Context: an optimization exercise on an open-source flow, tuned for small area, a short achievable clock period and few clock cycles. The choices shown serve that exercise and are no tape-out recipe. No functional check of the RTL was part of this run. No activity file was given, so power comes from the tool's default toggle rates.

==> flow/design.v <==
module thr_cmp (
    input  wire signed [11:0] x,
    input  wire        [13:0] t,
    output wire signed [16:0] tg,
    output wire signed [16:0] tl,
    output wire signed [16:0] tn
);
    wire signed [16:0] x20 = ({{5{x[11]}}, x} <<< 4) + ({{5{x[11]}}, x} <<< 2);
    wire signed [16:0] te  = {3'd0, t};
    assign tg = x20 - te;
    assign tl = x20 + te;
    assign tn = -x20;
endmodule
module line_decoder (
    input  wire               clk,
    input  wire               rst,
    input  wire               start,
    input  wire        [2:0]  cmd_scheme,
    input  wire        [15:0] cmd_ncells,
    input  wire signed [15:0] cmd_spb,
    input  wire        [11:0] cmd_fs,
    input  wire               s_valid,
    output wire               s_ready,
    input  wire signed [11:0] s_data,
    output reg                b_valid,
    output reg                b_bit,
    output reg                busy,
    output reg                done,
    output reg         [1:0]  res,
    output wire        [15:0] outlen
);
    localparam [2:0] SC_NRZL = 3'd0, SC_NRZI = 3'd1, SC_MAN = 3'd2, SC_DMAN = 3'd3,
                     SC_AMI  = 3'd4, SC_B8ZS = 3'd5, SC_HDB3 = 3'd6, SC_RSVD = 3'd7;
    localparam [1:0] RES_OK = 2'd0, RES_EMPTY = 2'd1, RES_INVALID = 2'd2, RES_UNSUP = 2'd3;
    reg  [15:0] n_l;
    reg  [13:0] h_l;         
    reg         f_nrzl, f_nrzi, f_man, f_dman, f_win, f_b8;
    reg  [13:0] thr;         
    assign outlen = n_l;
    reg         rdy;         
    reg         pass2;
    reg  [13:0] hc;          
    reg         hb;          
    reg  [15:0] kc;          
    assign s_ready = rdy;
    wire        take   = s_valid && rdy;
    wire        h_end  = (hc == 14'd1);
    wire        c_end  = h_end && hb;
    wire        k_last = (kc == 16'd1);
    reg  signed [11:0] x1;
    reg         v1t;         
    reg         v1;          
    reg         s1_cfirst, s1_hfirst, s1_h2, s1_hend, s1_cend, s1_last;
    reg         nxt_cfirst, nxt_hfirst;    
    reg  signed [16:0] ta, tb, tc;
    reg         v2, s2_rstab, s2_rstc, s2_hend, s2_cend, s2_last;
    reg  signed [31:0] acc_a, acc_b, acc_c;
    reg         v3_hend, v3_cend, v3_last;
    reg         ref_nz, ref_pos;     
    reg         dm_bit;              
    reg  [7:0]  w_pre, w_pol;        
    reg  [3:0]  w_cnt;
    reg  [3:0]  skip;                
    reg         lb_pos;
    reg         flush;
    wire signed [16:0] tg, tl, tn;
    thr_cmp u_terms (.x(x1), .t(thr), .tg(tg), .tl(tl), .tn(tn));
    wire [11:0] x_abs = x1[11] ? (~x1 + 12'd1) : x1;
    wire [13:0] x5    = {x_abs, 2'b00} + {2'b00, x_abs};
    wire gt  = !acc_a[31];               
    wire lt  =  acc_b[31];               
    wire nz  = gt || lt;
    wire cgt = !acc_c[31];
    reg  line_bit;
    always @(*) begin
        if (f_nrzl)      line_bit = gt;
        else if (f_nrzi) line_bit = nz && ref_nz && (gt != ref_pos);
        else if (f_man)  line_bit = lt || (!gt && cgt);
        else if (f_dman) line_bit = dm_bit;
        else             line_bit = nz;
    end
    wire [3:0]  win_len  = f_b8 ? 4'd8 : 4'd4;
    wire        w_full   = (w_cnt == win_len);
    wire [2:0]  w_last   = f_b8 ? 3'd7 : 3'd3;
    wire        ex_pre   = w_pre[w_last];
    wire        ex_pol   = w_pol[w_last];
    wire        ex_bit   = ex_pre && (skip == 4'd0);
    wire        lb_eff   = (w_full && ex_pre) ? ex_pol : lb_pos;
    wire [7:0]  np_pre   = {w_pre[6:0], nz};
    wire [7:0]  np_pol   = {w_pol[6:0], gt};
    wire [3:0]  cnt_n    = w_full ? w_cnt : w_cnt + 4'd1;
    wire        test_en  = (cnt_n == win_len) && (skip <= 4'd1);
    wire b8_shape = !np_pre[7] && !np_pre[6] && !np_pre[5] && np_pre[4] &&
                     np_pre[3] && !np_pre[2] && np_pre[1] && np_pre[0];
    wire b8_pol   = (np_pol[4] == lb_eff) && (np_pol[3] != lb_eff) &&
                    (np_pol[1] != lb_eff) && (np_pol[0] == lb_eff);
    wire match8   = b8_shape && b8_pol;
    wire h_mid    = !np_pre[2] && !np_pre[1] && np_pre[0];
    wire t000v    = h_mid && !np_pre[3] && (np_pol[0] == lb_eff);
    wire tb00v    = h_mid &&  np_pre[3] && (np_pol[3] != lb_eff) && (np_pol[0] == np_pol[3]);
    wire match4   = t000v || tb00v;
    wire        match    = test_en && (f_b8 ? match8 : match4);
    wire [2:0]  fl_idx   = w_cnt[2:0] - 3'd1;
    wire        fl_bit   = w_pre[fl_idx] && (skip == 4'd0);
    always @(posedge clk) begin
        if (rst) begin
            busy    <= 1'b0;
            done    <= 1'b0;
            res     <= RES_OK;
            n_l     <= 16'd0;
            rdy     <= 1'b0;
            v1      <= 1'b0;
            v1t     <= 1'b0;
        end else begin
            v1  <= take && pass2;
            v1t <= take && !pass2;
            if (!busy) begin
                if (start) begin
                    done   <= 1'b0;
                    res    <= RES_OK;
                    n_l    <= 16'd0;
                    if (cmd_ncells == 16'd0) begin
                        res  <= RES_EMPTY;
                        done <= 1'b1;
                    end else if (cmd_spb <= 16'sd0 || cmd_spb[0]) begin
                        res  <= RES_INVALID;
                        done <= 1'b1;
                    end else if (cmd_scheme == SC_RSVD) begin
                        res  <= RES_UNSUP;
                        done <= 1'b1;
                    end else begin
                        busy <= 1'b1;
                        rdy  <= 1'b1;
                        n_l  <= cmd_ncells;
                    end
                end
            end else begin
                if (take && pass2 && c_end && k_last)
                    rdy <= 1'b0;
                if (v3_cend && v3_last && !f_win) begin
                    busy <= 1'b0;
                    done <= 1'b1;
                end
                if (flush && w_cnt == 4'd1) begin
                    busy <= 1'b0;
                    done <= 1'b1;
                end
            end
        end
    end
    always @(posedge clk) begin
        if (!busy && start) begin
            h_l    <= cmd_spb[14:1];
            f_nrzl <= (cmd_scheme == SC_NRZL);
            f_nrzi <= (cmd_scheme == SC_NRZI);
            f_man  <= (cmd_scheme == SC_MAN);
            f_dman <= (cmd_scheme == SC_DMAN);
            f_win  <= (cmd_scheme == SC_B8ZS) || (cmd_scheme == SC_HDB3);
            f_b8   <= (cmd_scheme == SC_B8ZS);
            hc     <= cmd_spb[14:1];
            hb     <= 1'b0;
            kc     <= cmd_ncells;
            pass2  <= 1'b0;
            nxt_cfirst <= 1'b1;
            nxt_hfirst <= 1'b0;
        end else if (take) begin
            if (h_end) begin
                hc <= h_l;
                hb <= !hb;
            end else begin
                hc <= hc - 14'd1;
            end
            if (c_end) begin
                if (k_last) begin
                    kc    <= n_l;
                    pass2 <= 1'b1;
                end else begin
                    kc <= kc - 16'd1;
                end
            end
            nxt_cfirst <= c_end;
            nxt_hfirst <= h_end && !hb;
        end
        if (take) begin
            x1        <= s_data;
            s1_cfirst <= nxt_cfirst;
            s1_hfirst <= nxt_hfirst;
            s1_h2     <= hb;
            s1_hend   <= h_end && !hb;
            s1_cend   <= c_end;
            s1_last   <= c_end && k_last;
        end
    end
    always @(posedge clk) begin
        if (!busy && start)
            thr <= {2'b00, cmd_fs};
        else if (v1t && x5 > thr)
            thr <= x5;
        ta <= (f_man && s1_h2) ? tn : tg;
        tb <= (f_man && s1_h2) ? tn : tl;
        tc <= tg;
        s2_rstab <= s1_cfirst || (f_dman && s1_hfirst);
        s2_rstc  <= s1_cfirst;
        s2_hend  <= s1_hend;
        s2_cend  <= s1_cend;
        s2_last  <= s1_last;
    end
    always @(posedge clk) begin
        if (rst) v2 <= 1'b0;
        else     v2 <= v1;
    end
    always @(posedge clk) begin
        if (v2) begin
            acc_a <= (s2_rstab ? -32'sd1 : acc_a) + {{15{ta[16]}}, ta};
            acc_b <= (s2_rstab ?  32'sd0 : acc_b) + {{15{tb[16]}}, tb};
            acc_c <= (s2_rstc  ? -32'sd1 : acc_c) + {{15{tc[16]}}, tc};
        end
        v3_last <= s2_last;
    end
    always @(posedge clk) begin
        if (rst) begin
            v3_hend <= 1'b0;
            v3_cend <= 1'b0;
        end else begin
            v3_hend <= v2 && s2_hend;
            v3_cend <= v2 && s2_cend;
        end
    end
    always @(posedge clk) begin
        if (rst) begin
            b_valid <= 1'b0;
            b_bit   <= 1'b0;
            flush   <= 1'b0;
        end else begin
            b_valid <= 1'b0;
            b_bit   <= 1'b0;
            if (!busy) begin
                flush  <= 1'b0;
                ref_nz <= 1'b0;
                ref_pos <= 1'b0;
                w_cnt  <= 4'd0;
                skip   <= 4'd0;
                lb_pos <= 1'b0;
            end else begin
                if (v3_hend)
                    dm_bit <= nz && ref_nz && (gt == ref_pos);
                if (v3_cend) begin
                    if (!f_win) begin
                        b_valid <= 1'b1;
                        b_bit   <= line_bit;
                        if (f_nrzi && nz) begin
                            ref_nz  <= 1'b1;
                            ref_pos <= gt;
                        end
                        if (f_dman) begin
                            ref_nz  <= nz;
                            ref_pos <= gt;
                        end
                    end else begin
                        if (w_full) begin
                            b_valid <= 1'b1;
                            b_bit   <= ex_bit;
                        end
                        lb_pos <= lb_eff;
                        w_pre  <= np_pre;
                        w_pol  <= np_pol;
                        w_cnt  <= cnt_n;
                        if (match)
                            skip <= win_len;
                        else if (skip != 4'd0)
                            skip <= skip - 4'd1;
                        if (v3_last)
                            flush <= 1'b1;
                    end
                end else if (flush) begin
                    b_valid <= 1'b1;
                    b_bit   <= fl_bit;
                    w_cnt   <= w_cnt - 4'd1;
                    if (skip != 4'd0)
                        skip <= skip - 4'd1;
                    if (w_cnt == 4'd1)
                        flush <= 1'b0;
                end
            end
        end
    end
endmodule
==> flow/run.sh <==
#!/bin/bash
# synth_recipe.tcl (not shown) runs the flow's synth.tcl, then flattens the netlist and writes it again
# the make line also repeats each setting of config.mk as NAME=value (left out here)
make -C /OpenROAD-flow-scripts/flow DESIGN_CONFIG=/design/flow/config.mk WORK_HOME=/design/flow/orfs CLKGATE_MAP_FILE= SYNTH_SCRIPT=/design/flow/synth_recipe.tcl finish
==> flow/config.mk <==
export PLATFORM = sky130hd
export DESIGN_NAME = line_decoder
export DESIGN_NICKNAME = line_decoder
export VERILOG_FILES = /design/flow/design.v
export SDC_FILE = /design/flow/constraint.sdc
export NUM_CORES = 4
export LEC_CHECK = 0
export CAP_MARGIN = 20
export CORE_MARGIN = 2
export CORE_UTILIZATION = 40
export PLACE_DENSITY = 0.6
export SLEW_MARGIN = 20
==> flow/constraint.sdc <==
create_clock -name core_clock -period 12.0 [get_ports {clk}]
set_input_delay 2.4000 -clock core_clock [delete_from_list [all_inputs] [get_ports {clk}]]
set_output_delay 2.4000 -clock core_clock [all_outputs]
set_load 0.01 [all_outputs]
==> flow_metrics.env <==
export IMPL_slew_limit_headroom_pct=32.4
export IMPL_critPathMaxFanout=12
export IMPL_gp_congestion=0.866
export IMPL_drive_gt1_share_pct=7.24
export IMPL_max_freq_ghz=0.180
export IMPL_seq_area_frac_synth_pct=41.0
export IMPL_start_util_pct=40.6
export IMPL_synth_warning_count=1
export IMPL_post_synth_num_cell_types=86
export IMPL_synth_edf_count=204
export IMPL_fin_setup_tns_ps=0
export IMPL_worstHoldEndpoint="v3_last"
export IMPL_grt_pass1_wl_mm=74.3
export IMPL_cts_sinks=295
export IMPL_r2r_slack_ps=6430
export IMPL_syn_to_final_growth_pct=13.2
export IMPL_h_tree_depth=2
export IMPL_syn_inst=2024
export IMPL_rows=80
export IMPL_hp_start="s2_last"
export IMPL_die_y_um=224
export IMPL_syn_area_um2=19400
export IMPL_critPathLaunchType="register"
export IMPL_outcome="no timing/DRC/antenna violations"
export IMPL_fin_ws_ps=6430
export IMPL_first_global_vias=14632
export IMPL_avgRoutedWirePerCell_um=16.6
export IMPL_p_per_area_nw_per_um2=139
export IMPL_fin_crit_ps=5570
export IMPL_async_reset_ff_share_pct=0
export IMPL_cts_repair_resized=0
export IMPL_avgSynthCellArea_um2=9.58
export IMPL_num_io_pins=86
export IMPL_cts_buffer_depth=3
export IMPL_utilization_pct=46.0
export IMPL_arrival_ps=5720
export IMPL_peakVddDrop_v=0.000101
export IMPL_fp_dieW_um=224
export IMPL_hpwl_mm=32.5
export IMPL_p_leak_nw=8.57
export IMPL_grt_antenna_before_repair=0
export IMPL_finalMaxSlewViolations=0
export IMPL_via_count=15044
export IMPL_r2r_cells=19
export IMPL_worstMarginPinSlew_ps=1010
export IMPL_synth_seq_cells=295
export IMPL_hold_viol_final=0
export IMPL_via_per_inst=5.51
export IMPL_dieArea_um2=50200
export IMPL_clkLatencyLatePin_ps=550
export IMPL_drtAntennaViolNets=0
export IMPL_final_nets=2321
export IMPL_grt_max_degree=72
export IMPL_syn_num_nets=2257
export IMPL_setup_violations=0
export IMPL_synth_flop_cell="edfxtp_1"
export IMPL_hold_slack_ps=327
export IMPL_post_cts_repair_setup_buffers=0
export IMPL_min_path_cells=0
export IMPL_postCtsHoldBufs=0
export IMPL_io_buffer_count=85
export IMPL_setup_worst_path_end_class="register"
export IMPL_cts_root_buf="clkbuf_16"
export IMPL_clock_skew_ps=28.4
export IMPL_core_area_um2=47700
export IMPL_grt_setup_unrepaired="no"
export IMPL_period_share_pct=46.4
export IMPL_cts_made_buffers=35
export IMPL_fill_cells=4504
export IMPL_antenna_cells=0
export IMPL_cts_tree="done"
export IMPL_wl_mm=45.2
export IMPL_path_clk_slew_ps=60
export IMPL_grt_overflow=0
export IMPL_min_path_type="register to register"
export IMPL_drtIter0Drc=948
export IMPL_preCtsSetupSlack_ps=6470
export IMPL_firstDrtPassIters=5
export IMPL_grt_total_usage_pct=17.9
export IMPL_cap_violations=0
export IMPL_drc=0
export IMPL_timing_rr_end="thr[10]"
export IMPL_critical_path_class="register to register"
export IMPL_r2r_start="x1[0]"
export IMPL_worst_ep_required_time_ps=12150
==> routing by layer <==
| layer | vias to the layer above | track usage [%] | wire [um] |
|---|---|---|---|
| li1 | 7538 | - | - |
| met1 | 7144 | 24.6 | 21700 |
| met2 | 311 | 29.8 | 20800 |
| met3 | 51 | 2.44 | 1830 |
| met4 | 0 | 4.77 | 863 |
| met5 | - | 0 | 0 |
==> cell usage in the layout (no fill, tap or decap), types with 8 or more instances in the layout <==
cell             synthesis  final
or2_2                   67     67
clkbuf_16                0     37
nor3b_1                 13     13
clkbuf_1                59     12
nor4_1                  24     24
ha_1                   164    164
or4_1                   12     12
xor2_1                  55     55
o21a_1                  19     19
o21bai_1                20     20
or3_1                   22     22
a211oi_1                32     32
and3_1                  15     15
o21ai_0                 63     62
edfxtp_1               204    204
a22oi_1                 18     18
xnor2_1                113    113
mux2i_1                 14     14
nand3_1                 41     41
nor2b_1                 46     46
nand4_1                 13     13
nand2b_1                21     21
a21o_1                  66     66
buf_4                    0     12
nand2_1                185    185
clkdlybuf4s50_1          0     85
inv_1                   77     76
a31oi_1                  8      8
o31ai_1                 14     14
nor3_1                  39     39
and2_1                  13     13
nor2_1                 149    149
o22ai_1                  8      8
a21oi_1                128    128
o211ai_1                11     11
o21ai_1                 69     70
dfxtp_1                 91     89
==> critical path, cell delays in order (launching register included) <==
cell and delay [ps]:
edfxtp_1 530, inv_1 220, ha_1 260, inv_1 160, o31ai_1 310, xnor2_1 200
ha_1 320, a21oi_1 250, a21oi_1 100, mux2_1 320, or3_1 370, xor2_1 180
ha_1 340, a21o_1 190, a21o_1 170, a21o_1 170, a21o_1 170, a221oi_1 290
o211a_1 280, nand2_1 360
==> logic make-up after synthesis <==
logic type,synth area share [%]
mux,1.19
compound gates,18.1
simple gates,17.8
flops,41.0
fa+ha+maj,11.2
buf+inv,2.96
xor+xnor,7.76
==> metrics by stage <==
stage               cell area, um2  std cells  power (mW)
finish                       22000       2728        3.05
global route                 22000       2728        3.21
CTS                          22000       2728        3.08
detailed placement           20800       2666        2.02
global placement             20800       2666        2.00
floorplan                    19400       2024        1.83
==> synthesized netlist by cell type, types with 21 or more instances <==
cell | number | area, um2
nor4_1 | 24 | 150
ha_1 | 164 | 2050
or2_2 | 67 | 419
nor2b_1 | 46 | 288
nand3_1 | 41 | 205
nor3_1 | 39 | 195
inv_1 | 77 | 289
xor2_1 | 55 | 482
a21o_1 | 66 | 495
xnor2_1 | 113 | 990
dfxtp_1 | 91 | 1820
a21oi_1 | 128 | 641
o21ai_1 | 69 | 345
nand2_1 | 185 | 694
edfxtp_1 | 204 | 6130
nor2_1 | 149 | 559
o21ai_0 | 63 | 315
or3_1 | 22 | 138
a211oi_1 | 32 | 240
clkbuf_1 | 59 | 221
nand2b_1 | 21 | 131
==> sequential cells by signal, summed over array words and instances, names as in the netlist, 2 cells and up <==
signal  flops
kc         16
skip        4
acc_a      32
n_l        16
w_cnt       4
w_pol       8
ta         16
res         2
w_pre       8
acc_c      32
h_l        14
hc         14
thr        14
acc_b      32
tb         17
x1         12
tc         17
==> power breakdown <==
group | switching (mW) | total (mW) | leakage [nW] | internal, mW
clock network | 0.431 | 1.04 | 0.551 | 0.613
registers | 0.0512 | 1.24 | 2.66 | 1.19
logic | 0.432 | 0.760 | 5.36 | 0.328
total | 0.915 | 3.05 | 8.57 | 2.13
==> final cells by class <==
cell class	count	area (um2)	area share, %
well taps	615	769	3.51
flip-flops and latches	295	7950	36.2
clock inverters	6	50.0	0.228
multi-input cells	1578	10900	49.5
repair buffers	97	941	4.29
inverters	81	304	1.39
clock buffers	56	1070	4.86
==> worst max-delay path by stage <==
stage / startpoint / end / slack (ps) / depth (start not counted)
finish: x1[0] / thr[10] / 6430 / 19
global route: x1[0] / thr[6] / 6070 / 22
CTS: x1[1] / thr[6] / 6460 / 19
detailed placement: x1[1] / thr[2] / 6470 / 19
global placement: x1[1] / thr[4] / 6590 / 19
floorplan: x1[1] / thr[0] / 7070 / 19

afterwards: timing with drivers on the ports:
In the flow no input, the clock included, has a driving cell. The finished layout below was timed again as built, in two steps.
Step 1 assumes that a clkbuf_16 drives the clock port and a buf_2 every other input.
Step 2 times the ports against the registers' clock, not the clock port: input delays grow and output delays shrink by t, the midpoint of the rising clock arrivals with the driver on.
Slacks: ideal ports / drivers / drivers and shift; pairs: ideal ports / drivers.
t (ns): 0.593
setup WS [ns]: 6.432 / 6.432 / 6.432
clock arrival spread, ns: 0.031 / 0.031
After both steps this run still meets setup and hold. For this run, drivers alone change the setup slack by 0.000 ns; drivers and shift together by 0.000 ns.
